Source: an optimization exercise on an open RTL-to-GDS flow (aim: small area, a short achievable clock period and few clock cycles). Production flows keep margins and buffers that such runs may drop.
In this exercise RTL edits were held to simulation tests only and were not proved equivalent to the original.

==> module css_lane, before the edit <==
module css_lane (
    input  wire        clk,
    input  wire [39:0] kp,      
    input  wire [39:0] base,    
    input  wire [39:0] vc,      
    input  wire [39:0] c3in,    
    output wire [39:0] dd,      
    output wire [39:0] c2,      
    output wire [39:0] c3,      
    output wire [4:0]  eqb      
);
    reg  [39:0] r1;           
    reg  [39:0] r2;           
    reg  [39:0] r3s;          
    reg  [4:1]  r3y;          
    reg  [39:0] r3c;          
    genvar g;
    wire [39:0] d1 = kp ^ base;
    assign dd = {r1[39:8], r1[7:0] ^ r1[39:32]};
    wire [39:0] td;
    generate
        for (g = 0; g < 5; g = g + 1) begin : g_t1d
            css_t1 u (.a(dd[8*g +: 8]), .t1(td[8*g +: 8]));
        end
    endgenerate
    wire [39:0] cand = kp ^ td ^ {dd[31:0], 8'd0};
    wire [39:0] ka, kb;
    css_ks u_ks (.ck(r2), .a(ka), .b(kb));
    wire [8:0]  bs [0:4];     
    generate
        for (g = 0; g < 5; g = g + 1) begin : g_bs
            assign bs[g] = {1'b0, ka[8*g +: 8]} + {1'b0, kb[8*g +: 8]};
        end
    endgenerate
    wire [31:0] g0 = ka[31:0] & kb[31:0];
    wire [31:0] p0 = ka[31:0] ^ kb[31:0];
    wire [15:0] g1, p1;
    wire [7:0]  g2, p2;
    wire [3:0]  g3, p3;
    generate
        for (g = 0; g < 16; g = g + 1) begin : g_l1
            assign g1[g] = g0[2*g+1] | (p0[2*g+1] & g0[2*g]);
            assign p1[g] = p0[2*g+1] & p0[2*g];
        end
        for (g = 0; g < 8; g = g + 1) begin : g_l2
            assign g2[g] = g1[2*g+1] | (p1[2*g+1] & g1[2*g]);
            assign p2[g] = p1[2*g+1] & p1[2*g];
        end
        for (g = 0; g < 4; g = g + 1) begin : g_l3
            assign g3[g] = g2[2*g+1] | (p2[2*g+1] & g2[2*g]);
            assign p3[g] = p2[2*g+1] & p2[2*g];
        end
    endgenerate
    wire [4:1] by;            
    assign by[1] = g3[0];
    assign by[2] = g3[1] | (p3[1] & g3[0]);
    assign by[3] = g3[2] | (p3[2] & g3[1]) | (p3[2] & p3[1] & g3[0]);
    assign by[4] = (g3[3] | (p3[3] & g3[2])) | ((p3[3] & p3[2]) & (g3[1] | (p3[1] & g3[0])));
    wire [39:0] bsum = {bs[4][7:0], bs[3][7:0], bs[2][7:0], bs[1][7:0], bs[0][7:0]};
    wire [4:1] y = r3y;
    wire [39:0] kv;
    assign kv[7:0] = r3s[7:0];
    generate
        for (g = 1; g < 5; g = g + 1) begin : g_inc
            assign kv[8*g +: 8] = r3s[8*g +: 8] + {7'd0, y[g]};
        end
    endgenerate
    wire [39:0] dv;
    assign dv[39:8] = kv[39:8] ^ vc[39:8];
    assign dv[7:0]  = kv[7:0] ^ kv[39:32] ^ vc[7:0];
    wire [39:0] tv;
    generate
        for (g = 0; g < 5; g = g + 1) begin : g_t1v
            css_t1 u (.a(dv[8*g +: 8]), .t1(tv[8*g +: 8]));
        end
    endgenerate
    wire [39:0] want = kv ^ {dv[31:0], 8'd0} ^ r3c;    
    generate
        for (g = 0; g < 5; g = g + 1) begin : g_eq
            css_eq8 u (.a(tv[8*g +: 8]), .b(want[8*g +: 8]), .eq(eqb[g]));
        end
    endgenerate
    assign c2 = r2;
    assign c3 = r3c;
    always @(posedge clk) begin
        r1  <= d1;
        r2  <= cand;
        r3s <= bsum;
        r3y <= by;
        r3c <= c3in;
    end
endmodule
==> flow/config.mk <==
export PLATFORM = sky130hd
export DESIGN_NAME = css_disckey
export DESIGN_NICKNAME = css_disckey
export VERILOG_FILES = /design/flow/design.v
export SDC_FILE = /design/flow/constraint.sdc
export NUM_CORES = 4
export LEC_CHECK = 0
export CAP_MARGIN = 20
export CORE_MARGIN = 2
export CORE_UTILIZATION = 50
export PLACE_DENSITY = 0.7
export SETUP_SLACK_MARGIN = 3.0
export SLEW_MARGIN = 20
export SYNTH_HIERARCHICAL = 1
==> flow/constraint.sdc <==
create_clock -name core_clock -period 6.0 [get_ports {clk}]
set_input_delay 1.2000 -clock core_clock [delete_from_list [all_inputs] [get_ports {clk}]]
set_output_delay 1.2000 -clock core_clock [all_outputs]
set_load 0.01 [all_outputs]
standard.sh (not shown) runs the stock make flow with config.mk's settings and CLKGATE_MAP_FILE= SYNTH_SCRIPT=/design/flow/synth_recipe.tcl, a recipe that flattens the netlist after the stock synthesis.
==> flow/flow/run.sh <==
#!/bin/bash
set -euo pipefail
export BUFFER_PORTS_ARGS="-buffer_cell sky130_fd_sc_hd__buf_2"
bash standard.sh > standard.log 2>&1
Testbench counts at the start, summed over its fixed seeds: cycles 138,914.
Rerun with:
--- a/flow/design.v
+++ b/flow/design.v
@@ -280,7 +280,8 @@
     reg  [39:0] r1;           
     reg  [39:0] r2;           
     reg  [39:0] r3s;          
-    reg  [4:1]  r3y;          
+    reg  [3:0]  r3g;          
+    reg  [3:1]  r3p;          
     reg  [39:0] r3c;          
     genvar g;
     wire [39:0] d1 = kp ^ base;
@@ -295,37 +296,19 @@
     wire [39:0] ka, kb;
     css_ks u_ks (.ck(r2), .a(ka), .b(kb));
     wire [8:0]  bs [0:4];     
+    wire [4:0]  bp;           
     generate
         for (g = 0; g < 5; g = g + 1) begin : g_bs
             assign bs[g] = {1'b0, ka[8*g +: 8]} + {1'b0, kb[8*g +: 8]};
+            assign bp[g] = &(ka[8*g +: 8] ^ kb[8*g +: 8]);
         end
     endgenerate
-    wire [31:0] g0 = ka[31:0] & kb[31:0];
-    wire [31:0] p0 = ka[31:0] ^ kb[31:0];
-    wire [15:0] g1, p1;
-    wire [7:0]  g2, p2;
-    wire [3:0]  g3, p3;
-    generate
-        for (g = 0; g < 16; g = g + 1) begin : g_l1
-            assign g1[g] = g0[2*g+1] | (p0[2*g+1] & g0[2*g]);
-            assign p1[g] = p0[2*g+1] & p0[2*g];
-        end
-        for (g = 0; g < 8; g = g + 1) begin : g_l2
-            assign g2[g] = g1[2*g+1] | (p1[2*g+1] & g1[2*g]);
-            assign p2[g] = p1[2*g+1] & p1[2*g];
-        end
-        for (g = 0; g < 4; g = g + 1) begin : g_l3
-            assign g3[g] = g2[2*g+1] | (p2[2*g+1] & g2[2*g]);
-            assign p3[g] = p2[2*g+1] & p2[2*g];
-        end
-    endgenerate
-    wire [4:1] by;            
-    assign by[1] = g3[0];
-    assign by[2] = g3[1] | (p3[1] & g3[0]);
-    assign by[3] = g3[2] | (p3[2] & g3[1]) | (p3[2] & p3[1] & g3[0]);
-    assign by[4] = (g3[3] | (p3[3] & g3[2])) | ((p3[3] & p3[2]) & (g3[1] | (p3[1] & g3[0])));
     wire [39:0] bsum = {bs[4][7:0], bs[3][7:0], bs[2][7:0], bs[1][7:0], bs[0][7:0]};
-    wire [4:1] y = r3y;
+    wire [4:1] y;
+    assign y[1] = r3g[0];
+    assign y[2] = r3g[1] | (r3p[1] & r3g[0]);
+    assign y[3] = r3g[2] | (r3p[2] & r3g[1]) | (r3p[2] & r3p[1] & r3g[0]);
+    assign y[4] = r3g[3] | (r3p[3] & r3g[2]) | (r3p[3] & r3p[2] & r3g[1]) | (r3p[3] & r3p[2] & r3p[1] & r3g[0]);
     wire [39:0] kv;
     assign kv[7:0] = r3s[7:0];
     generate
@@ -354,7 +337,8 @@
         r1  <= d1;
         r2  <= cand;
         r3s <= bsum;
-        r3y <= by;
+        r3g <= {bs[3][8], bs[2][8], bs[1][8], bs[0][8]};
+        r3p <= bp[3:1];
         r3c <= c3in;
     end
 endmodule
What happened: Via count increases by about 0.65%; area after synthesis increases by 2.5%; fmax increases by about 0.43%; worst setup slack improved by 0.013 ns; non-clock buffer count decreases by 8; cell area increases by 2.6%; critical path depth does not change; sequential cell count increases by 6; routed wire length barely changes; hold slack improved by 0.024 ns.
Testbench counts after the change, summed over its fixed seeds: cycles 138,914.

## afterwards: timing with drivers on the ports
How much do the figures lean on ideal ports? The routed layouts below were timed once more, with nothing changed but the port constraints. Step 1 sets driving cells, clkbuf_16 on the clock port and buf_2 on the other inputs (assumed; they add their load-dependent delay and slew). Step 2 moves the port delays by t, midway between the first and last clock arrival at a register: inputs arrive t later, outputs are due t later. That takes back most of the time a late clock gives input paths. a / b / c = no drivers / after step 1 / after step 2; a / b = the first two.
| run | shift t [ns] | setup slack, ns | clock arrival spread, ns | slew at the worst register clock pin (ns) | worst slew at a driven data input, ns |
|---|---|---|---|---|---|
| the first run | 0.644 | 3.015 / 3.015 / 2.963 | 0.030 / 0.030 | 0.07 / 0.07 | 0.04 |
| the second run | 0.671 | 3.028 / 3.028 / 2.890 | 0.028 / 0.028 | 0.06 / 0.06 | 0.04 |
After both steps setup and hold are still met in every run listed. For the second run, which loses most, drivers alone change the setup slack by 0.000 ns; drivers and shift together by -0.138 ns.
